Background: an optimization exercise with open tools, aiming at small area, a short achievable clock period and few clock cycles. Do not read the settings as production practice. Only simulation tests tie the RTL to the original design; equivalence was not proved. Power is estimated from default activity; no workload was simulated.

$ cat design/flow/design.v
module framecore_tx (
    input  wire        clk,
    input  wire        rst,             
    input  wire        cmd_valid,
    output wire        cmd_ready,
    input  wire [2:0]  cmd_op,
    input  wire [6:0]  cmd_len,
    input  wire        cmd_scheme,      
    input  wire [32:0] cmd_gen,
    input  wire [7:0]  cmd_tag_start,
    input  wire [7:0]  cmd_tag_stop,
    input  wire [7:0]  cmd_tag_esc,
    input  wire        in_valid,
    output wire        in_ready,
    input  wire [7:0]  in_data,
    output wire        out_valid,
    input  wire        out_ready,
    output wire [7:0]  out_data,
    output reg         done,
    output reg  [3:0]  res_result,
    output reg  [3:0]  res_errcode,
    output reg  [31:0] res_rem,
    output reg  [7:0]  res_olen
);
    localparam OP_NOP  = 3'd0;
    localparam OP_CENC = 3'd1;
    localparam OP_CVAL = 3'd2;
    localparam OP_PENC = 3'd3;
    localparam OP_PVAL = 3'd4;
    localparam OP_STUF = 3'd5;
    localparam OP_BLD  = 3'd6;
    localparam RES_OK      = 4'd0;
    localparam RES_ICF     = 4'd5;
    localparam RES_CMD_ERR = 4'd6;
    localparam ERR_NONE    = 4'd0;
    localparam ERR_ILLOP   = 4'd1;
    localparam ERR_RSVD    = 4'd2;
    localparam ERR_BADLEN  = 4'd3;
    localparam ERR_BADGEN  = 4'd4;
    localparam ERR_BADTAGS = 4'd5;
    localparam S_IDLE  = 4'd0;
    localparam S_START = 4'd1;    
    localparam S_GET   = 4'd2;    
    localparam S_DIV   = 4'd3;    
    localparam S_EMIT  = 4'd4;    
    localparam S_PAD   = 4'd5;    
    localparam S_CODE  = 4'd6;    
    localparam S_STOP  = 4'd7;    
    localparam S_DONE  = 4'd8;    
    localparam S_LOADC = 4'd9;    
    reg  [3:0]  state;
    reg  [2:0]  op;
    reg  [6:0]  len;
    reg         scheme;
    reg  [32:0] gen;
    reg  [7:0]  t_start, t_stop, t_esc;
    reg         rejected;
    reg  [3:0]  errcode;
    reg  [6:0]  cnt;         
    reg  [7:0]  cur;         
    reg  [2:0]  bitn;        
    reg  [5:0]  padn;        
    reg         esc_sent;    
    reg  [32:0] rem;         
    reg         par;         
    reg  [31:0] code;        
    reg  [7:0]  olen;        
    function [5:0] degree(input [32:0] g);
        integer i;
        begin
            degree = 6'd0;
            for (i = 0; i < 33; i = i + 1)
                if (g[i]) degree = i[5:0];
        end
    endfunction
    function [32:0] div_step(input [32:0] r, input b, input [32:0] g, input [5:0] d);
        reg [32:0] t;
        begin
            t = {r[31:0], b};
            if (t[d]) t = t ^ g;
            div_step = t;
        end
    endfunction
    function is_tag(input [7:0] b, input [7:0] s0, input [7:0] s1, input [7:0] s2);
        is_tag = (b == s0) || (b == s1) || (b == s2);
    endfunction
    wire        c_takes_len = (cmd_op >= OP_CENC) && (cmd_op <= OP_BLD);
    wire        c_uses_gen  = (cmd_op == OP_CENC) || (cmd_op == OP_CVAL) ||
                              ((cmd_op == OP_BLD) && !cmd_scheme);
    wire        c_uses_tags = (cmd_op == OP_STUF) || (cmd_op == OP_BLD);
    wire        c_tags_ok   = (cmd_tag_start != cmd_tag_stop) &&
                              (cmd_tag_start != cmd_tag_esc) &&
                              (cmd_tag_stop  != cmd_tag_esc);
    wire        c_gen_ok    = (cmd_gen[32:1] != 32'd0);
    reg  [3:0]  c_err;
    always @(*) begin
        if (cmd_op == 3'd7)                          c_err = ERR_ILLOP;
        else if (!c_takes_len && cmd_len != 7'd0)    c_err = ERR_RSVD;
        else if (c_takes_len && cmd_len > 7'd64)     c_err = ERR_BADLEN;
        else if (c_uses_gen && !c_gen_ok)            c_err = ERR_BADGEN;
        else if (c_uses_tags && !c_tags_ok)          c_err = ERR_BADTAGS;
        else                                         c_err = ERR_NONE;
    end
    wire        use_crc   = (op == OP_CENC) || (op == OP_CVAL) || ((op == OP_BLD) && !scheme);
    wire        emit_pay  = (op == OP_STUF) || (op == OP_BLD);
    wire        has_code  = (op == OP_CENC) || (op == OP_PENC) || (op == OP_BLD);
    wire        do_stuff  = emit_pay;
    wire [5:0]  d         = degree(gen);
    wire [5:0]  d_plus7   = d + 6'd7;
    wire [2:0]  code_len  = use_crc ? d_plus7[5:3] : 3'd1;        
    wire [31:0] code_init = use_crc ? (rem[31:0] << (6'd32 - d)) : {7'd0, par, 24'd0};
    wire [6:0]  cnt_next  = cnt + 7'd1;
    reg         o_valid;
    reg  [7:0]  o_data;
    always @(*) begin
        o_valid = 1'b0;
        o_data  = 8'd0;
        case (state)
            S_START: begin o_valid = 1'b1; o_data = t_start; end
            S_STOP:  begin o_valid = 1'b1; o_data = t_stop;  end
            S_EMIT, S_CODE: begin
                o_valid = 1'b1;
                if (do_stuff && !esc_sent && is_tag(cur, t_start, t_stop, t_esc))
                    o_data = t_esc;
                else
                    o_data = cur;
            end
            default: ;
        endcase
    end
    assign out_valid = o_valid;
    assign out_data  = o_data;
    assign cmd_ready = (state == S_IDLE);
    assign in_ready  = (state == S_GET) && (cnt != len);
    wire o_fire    = o_valid && out_ready;
    wire o_escfire = o_fire && do_stuff && !esc_sent && is_tag(cur, t_start, t_stop, t_esc);
    reg [3:0] after_payload;
    always @(*) begin
        if (use_crc && has_code) after_payload = S_PAD;
        else if (has_code)       after_payload = S_LOADC;
        else                     after_payload = S_DONE;
    end
    always @(posedge clk) begin
        done <= 1'b0;
        if (rst) begin
            state       <= S_IDLE;
            res_result  <= RES_OK;
            res_errcode <= ERR_NONE;
            res_rem     <= 32'd0;
            res_olen    <= 8'd0;
            op          <= OP_NOP;
            len         <= 7'd0;
            scheme      <= 1'b0;
            gen         <= 33'd0;
            t_start     <= 8'd0;
            t_stop      <= 8'd0;
            t_esc       <= 8'd0;
            rejected    <= 1'b0;
            errcode     <= ERR_NONE;
            cnt         <= 7'd0;
            cur         <= 8'd0;
            bitn        <= 3'd0;
            padn        <= 6'd0;
            esc_sent    <= 1'b0;
            rem         <= 33'd0;
            par         <= 1'b0;
            code        <= 32'd0;
            olen        <= 8'd0;
        end else begin
            case (state)
                S_IDLE: if (cmd_valid) begin
                    op       <= cmd_op;
                    len      <= cmd_len;
                    scheme   <= cmd_scheme;
                    gen      <= cmd_gen;
                    t_start  <= cmd_tag_start;
                    t_stop   <= cmd_tag_stop;
                    t_esc    <= cmd_tag_esc;
                    errcode  <= c_err;
                    rejected <= (c_err != ERR_NONE);
                    cnt      <= 7'd0;
                    rem      <= 33'd0;
                    par      <= 1'b0;
                    olen     <= 8'd0;
                    esc_sent <= 1'b0;
                    if (c_err != ERR_NONE || cmd_op == OP_NOP)
                        state <= S_DONE;
                    else if (cmd_op == OP_BLD)
                        state <= S_START;
                    else
                        state <= S_GET;
                end
                S_START: if (o_fire) begin
                    olen  <= olen + 8'd1;
                    state <= S_GET;
                end
                S_GET: begin
                    if (cnt == len)
                        state <= after_payload;
                    else if (in_valid) begin
                        cur  <= in_data;
                        par  <= par ^ (^in_data);
                        cnt  <= cnt_next;
                        bitn <= 3'd0;
                        if (use_crc)
                            state <= S_DIV;
                        else if (emit_pay)
                            state <= S_EMIT;
                    end
                end
                S_DIV: begin
                    rem  <= div_step(rem, cur[3'd7 - bitn], gen, d);
                    bitn <= bitn + 3'd1;
                    if (bitn == 3'd7) begin
                        state <= emit_pay ? S_EMIT : S_GET;
                    end
                end
                S_EMIT: if (o_fire) begin
                    olen <= olen + 8'd1;
                    if (o_escfire)
                        esc_sent <= 1'b1;
                    else begin
                        esc_sent <= 1'b0;
                        state    <= S_GET;
                    end
                end
                S_PAD: begin
                    if (padn == d) begin
                        padn  <= 6'd0;
                        state <= S_LOADC;
                    end else begin
                        rem  <= div_step(rem, 1'b0, gen, d);
                        padn <= padn + 6'd1;
                    end
                end
                S_LOADC: begin
                    code  <= code_init;
                    cur   <= code_init[31:24];
                    bitn  <= 3'd0;
                    state <= S_CODE;
                end
                S_CODE: begin
                    if (o_fire) begin
                        olen <= olen + 8'd1;
                        if (o_escfire)
                            esc_sent <= 1'b1;
                        else begin
                            esc_sent <= 1'b0;
                            bitn     <= bitn + 3'd1;
                            code     <= code << 8;
                            cur      <= code[23:16];
                            if (bitn + 3'd1 == code_len)
                                state <= (op == OP_BLD) ? S_STOP : S_DONE;
                        end
                    end
                end
                S_STOP: if (o_fire) begin
                    olen  <= olen + 8'd1;
                    state <= S_DONE;
                end
                S_DONE: begin
                    done  <= 1'b1;
                    state <= S_IDLE;
                    if (rejected) begin
                        res_result  <= RES_CMD_ERR;
                        res_errcode <= errcode;
                    end else begin
                        res_errcode <= ERR_NONE;
                        res_result  <= RES_OK;
                        case (op)
                            OP_CENC: begin res_rem <= rem[31:0]; res_olen <= olen; end
                            OP_CVAL: begin
                                res_rem  <= rem[31:0];
                                res_olen <= 8'd0;
                                if (rem != 33'd0) res_result <= RES_ICF;
                            end
                            OP_PENC: begin res_rem <= {31'd0, par}; res_olen <= olen; end
                            OP_PVAL: begin
                                res_rem  <= {31'd0, par};
                                res_olen <= 8'd0;
                                if (par) res_result <= RES_ICF;
                            end
                            OP_STUF: res_olen <= olen;
                            OP_BLD: begin
                                res_rem  <= scheme ? {31'd0, par} : rem[31:0];
                                res_olen <= olen;
                            end
                            default: ;
                        endcase
                    end
                end
                default: state <= S_IDLE;
            endcase
        end
    end
endmodule
$ cat design/flow/constraint.sdc
create_clock -name core_clock -period 5.0 [get_ports {clk}]
set_input_delay 1.0000 -clock core_clock [delete_from_list [all_inputs] [get_ports {clk}]]
set_output_delay 1.0000 -clock core_clock [all_outputs]
set_load 0.01 [all_outputs]
$ cat design/flow/run.sh
#!/bin/bash
# synth_recipe.tcl (not shown) runs the flow's synth.tcl, then flattens the netlist and writes it again
# the make line also repeats each setting of config.mk as NAME=value (left out here)
make -C /OpenROAD-flow-scripts/flow DESIGN_CONFIG=/design/flow/config.mk WORK_HOME=/design/flow/orfs CLKGATE_MAP_FILE= SYNTH_SCRIPT=/design/flow/synth_recipe.tcl finish
$ cat design/flow/config.mk
export PLATFORM = sky130hd
export DESIGN_NAME = framecore_tx
export DESIGN_NICKNAME = framecore_tx
export VERILOG_FILES = /design/flow/design.v
export SDC_FILE = /design/flow/constraint.sdc
export NUM_CORES = 4
export LEC_CHECK = 0
export CAP_MARGIN = 20
export CORE_MARGIN = 2
export CORE_UTILIZATION = 40
export SLEW_MARGIN = 20
==> run notes <==
[sequential cells by signal, indices dropped and copies added (netlist names)]
register and flops:
bitn 3, cnt 7, code 24, cur 8, done 1, errcode 3
esc_sent 1, gen 33, len 7, olen 8, op 3, padn 6
par 1, rejected 1, rem 33, res_errcode 3, res_olen 8, res_rem 32
res_result 3, scheme 1, state 4, t_esc 8, t_start 8, t_stop 8
[cells by family (layout without fill, tap and decap cells)]
| group | count (synthesis) | after routing | synth area share |
|---|---|---|---|
| xor+xnor | 87 | 87 | 0.0588 |
| other cells | 1 | 2 | 0.000280 |
| compound gates | 387 | 387 | 0.207 |
| fa+ha+maj | 6 | 6 | 0.00560 |
| buf+inv | 179 | 244 | 0.0573 |
| flops | 214 | 214 | 0.319 |
| mux | 112 | 112 | 0.116 |
| simple gates | 668 | 668 | 0.235 |
[layout make-up]
class | instances | area, um2
inverter | 30 | 120
timing repair buffer | 171 | 1640
multi-input combinational | 1262 | 8390
sequential | 214 | 4280
tap | 448 | 561
clock inverter | 11 | 144
fill | 3238 | 17400
clock buffer | 32 | 702
[power by group through the flow]
stage	Combinational, mW	Sequential (mW)	Clock (mW)
after CTS	5.11	2.23	1.93
final	5.15	2.24	1.89
after detailed placement	5.09	2.27	0
after floorplan	4.00	2.07	0
after global routing	5.55	2.26	2.00
after global placement	5.06	2.26	0
[metal layers]
layer / global-route usage / vias up / part of all wire
li1: - / 6108 / -
met2: 0.412 / 492 / 0.46
met4: 0.0751 / 0 / 0.033
met5: 0 / - / 0
met1: 0.335 / 6202 / 0.43
met3: 0.0392 / 98 / 0.071
[placed cells by master (no fill, tap or decap), types with 12 or more instances in the layout]
| cell | instances |
|---|---|
| nand2_1 | 282 |
| o211ai_2 | 30 |
| or3_1 | 40 |
| dfxtp_1 | 214 |
| mux2i_1 | 63 |
| a21oi_1 | 141 |
| nor3_1 | 35 |
| mux2_2 | 14 |
| nor2b_1 | 34 |
| a22oi_1 | 16 |
| xnor2_1 | 21 |
| a211oi_1 | 25 |
| xor2_1 | 64 |
| o211ai_1 | 12 |
| nand3_1 | 61 |
| o21ai_0 | 18 |
| mux4_2 | 33 |
| inv_1 | 28 |
| clkdlybuf4s50_1 | 137 |
| nor4_1 | 37 |
| clkbuf_16 | 25 |
| a31oi_1 | 13 |
| a32oi_1 | 29 |
| buf_4 | 33 |
| nor2_1 | 110 |
| a221oi_1 | 14 |
[worst min-delay path, delay by kind of cell, from the launching register on]
family,cells,cell delay [ps]
simple gates,1,50
compound gates,1,50
flops,1,300
[per-stage QoR]
stage                      util  instance area [um2]
after floorplan               -                13400
final                     0.476                15800
after detailed placement  0.451                15000
after global routing      0.476                15800
after global placement    0.451                15000
after CTS                 0.476                15800
[path summary, 6_finish.rpt]
check,end,slack (ps),cells after the start
worst max-delay path,cur[1],520,13
worst min register to register,res_olen[4],450,2
worst min-delay path,res_olen[4],450,2
worst max register to register,cur[1],520,13
==> impl_metrics.py <==
metrics = {
    "setup_path": {
        "rr_startpoint": "gen[18]",
        "cp-startpoint": "gen[18]",
        "critPathKind": "flop to flop",
        "cp_max_fo": 13,
        "cp_num_buf_inv": 2,
        "cpMaxStageDelayCell": "or4_4",
        "crit_family": "multiplexers",
        "cpPeakStageDelay_ps": 590,
        "worst_setup_path_start_kind": "flop",
        "crit_chain": "or4_4 > o221ai_1 > nand2_1 > o211a_4 > clkinv_4 > ha_1 > inv_1 > mux4_2 > mux2_2 > mux2_2 > mux2_2 > a222oi_1 > a211oi_1",
        "cp.required_ps": 5380,
        "critPathArrivalTime_ps": 4860,
        "end_kind": "flop",
        "timing.critical_path.mode_cell": "mux2_2",
    },
    "floorplan": {
        "fp.dieW_um": 187,
        "start_util": 0.403,
        "fp-row-count": 67,
        "io_pins": 141,
        "die_h_um": 187,
        "fp.coreArea_um2": 33300,
        "dieArea_um2": 35000,
    },
    "detailed_routing": {
        "drt_drc_violations_left": 0,
        "vias": 12900,
        "vias_per_cell": 5.95,
        "wl_per_cell_um": 20.7,
        "dr.first_iter.drc_count": 946,
        "routed_wl_um": 45000,
        "postRouteAntennaNets": 0,
        "drt_first_pass_iters": 5,
    },
    "global_route": {
        "antenna_found_initial": 0,
        "grt_usage": 0.249,
        "grt_max_degree": 77,
        "grt_first_pass_wirelength_um": 70600,
        "grt_pass1_vias": 12182,
        "overflow": 0,
    },
    "clock_tree": {
        "cts_htree_levels": 1,
        "cts_setup_buffers": 0,
        "clockBufferDepth": 3,
        "root_buffer": "clkbuf_16",
        "clock_latency_ps": 530,
        "numCtsBuffers": 25,
        "postCtsHoldBufs": 0,
        "cts_resized": 0,
        "clock_sinks": 214,
        "cts_tree": "yes",
        "clk_pin_slew_ps": 60,
    },
    "power": {
        "pwr-share-clk": 0.204,
        "p_leak_nw": 5.70,
        "switching_share": 0.457,
        "power_switching_mw": 4.24,
        "seqPwrFrac": 0.241,
        "ir_drop_uv": 522,
        "p_total_mw": 9.28,
        "combPwrFrac": 0.555,
        "power_density_nw_per_um2": 586,
        "internal_power_mw": 5.04,
    },
    "logic_synthesis": {
        "yosysTopAreaCellShare": 0.319,
        "synth-async-reset-ratio": 0,
        "ys_seq_area_frac": 0.319,
        "synth_largest_area_cell": "dfxtp_1",
        "synth_area_leaders": "dfxtp_1, nand2_1, mux4_2",
        "dominantRegCellSynth": "dfxtp_1",
        "synth_common_cells": "nand2_1, dfxtp_1, a21oi_1",
        "ys_ff_latch": 214,
        "syn_area_um2": 13400,
        "synthCells": 1654,
        "ys_warn_count": 1,
        "syn_area_per_cell_um2": 8.11,
        "synth_edf_count": 0,
        "synth_cell_type_count": 87,
        "synthMostInstantiatedCell": "nand2_1",
    },
    "placed_design": {
        "hpwlAfterDp_um": 31300,
        "place_ws_ps": 607,
        "dp.cells": 2125,
        "place.gp.congestion": 0.903,
        "portBuffers": 138,
    },
    "timing": {
        "clock.fmax_ghz": 0.223,
        "hold_viol": 0,
        "final.setup.tns_ps": 0,
        "min_period_over_period": 0.896,
        "grt_setup_unrepaired": "false",
        "tightest_slew_ps": 931,
        "slew_headroom": 0.378,
        "layout_min_cycle_time_ps": 4480,
        "fin_ws_ps": 520,
        "fin_skew_ps": 14.2,
        "final-max-slew-violation-count": 0,
        "hold_ws_ps": 445,
        "setup_viol": 0,
    },
    "final_layout": {
        "finalNonFillerCells": 2168,
        "synthToLayoutAreaGrowth_pct": 18.1,
        "finalNetCount": 1791,
        "antenna_cells": 0,
        "drive_gt1_frac": 0.106,
    },
    "hold_path": {
        "min_path_type": "flop to flop",
        "min_from": "res_olen[4]",
    },
    "flow_run": {
        "cap_violations": 0,
    },
    "outcome": {
        "outcome": "complete, no violations",
    },
}
Testbench counts, summed over its fixed seeds: cycles 61,520.

re-timing with driven ports:
In the flow no input, the clock included, has a driving cell. The finished layout below was timed again as built, in two steps. Step 1, drivers: a clkbuf_16 drives clk and a buf_2 each remaining input, both assumed. Step 2 moves the port delays by t, midway between the first and last clock arrival at a register: inputs arrive t later, outputs are due t later. That takes back most of the time a late clock gives input paths. Slacks: no drivers / after step 1 / after step 2; pairs: no drivers / after step 1.
t (ns): 0.575
setup slack, ns: 0.520 / 0.520 / 0.520
worst hold slack (ns): 0.445 / 0.445 / 0.445
After both steps setup and hold are still met in this run. For this run, drivers alone change the setup slack by 0.000 ns; drivers and shift together by 0.000 ns.
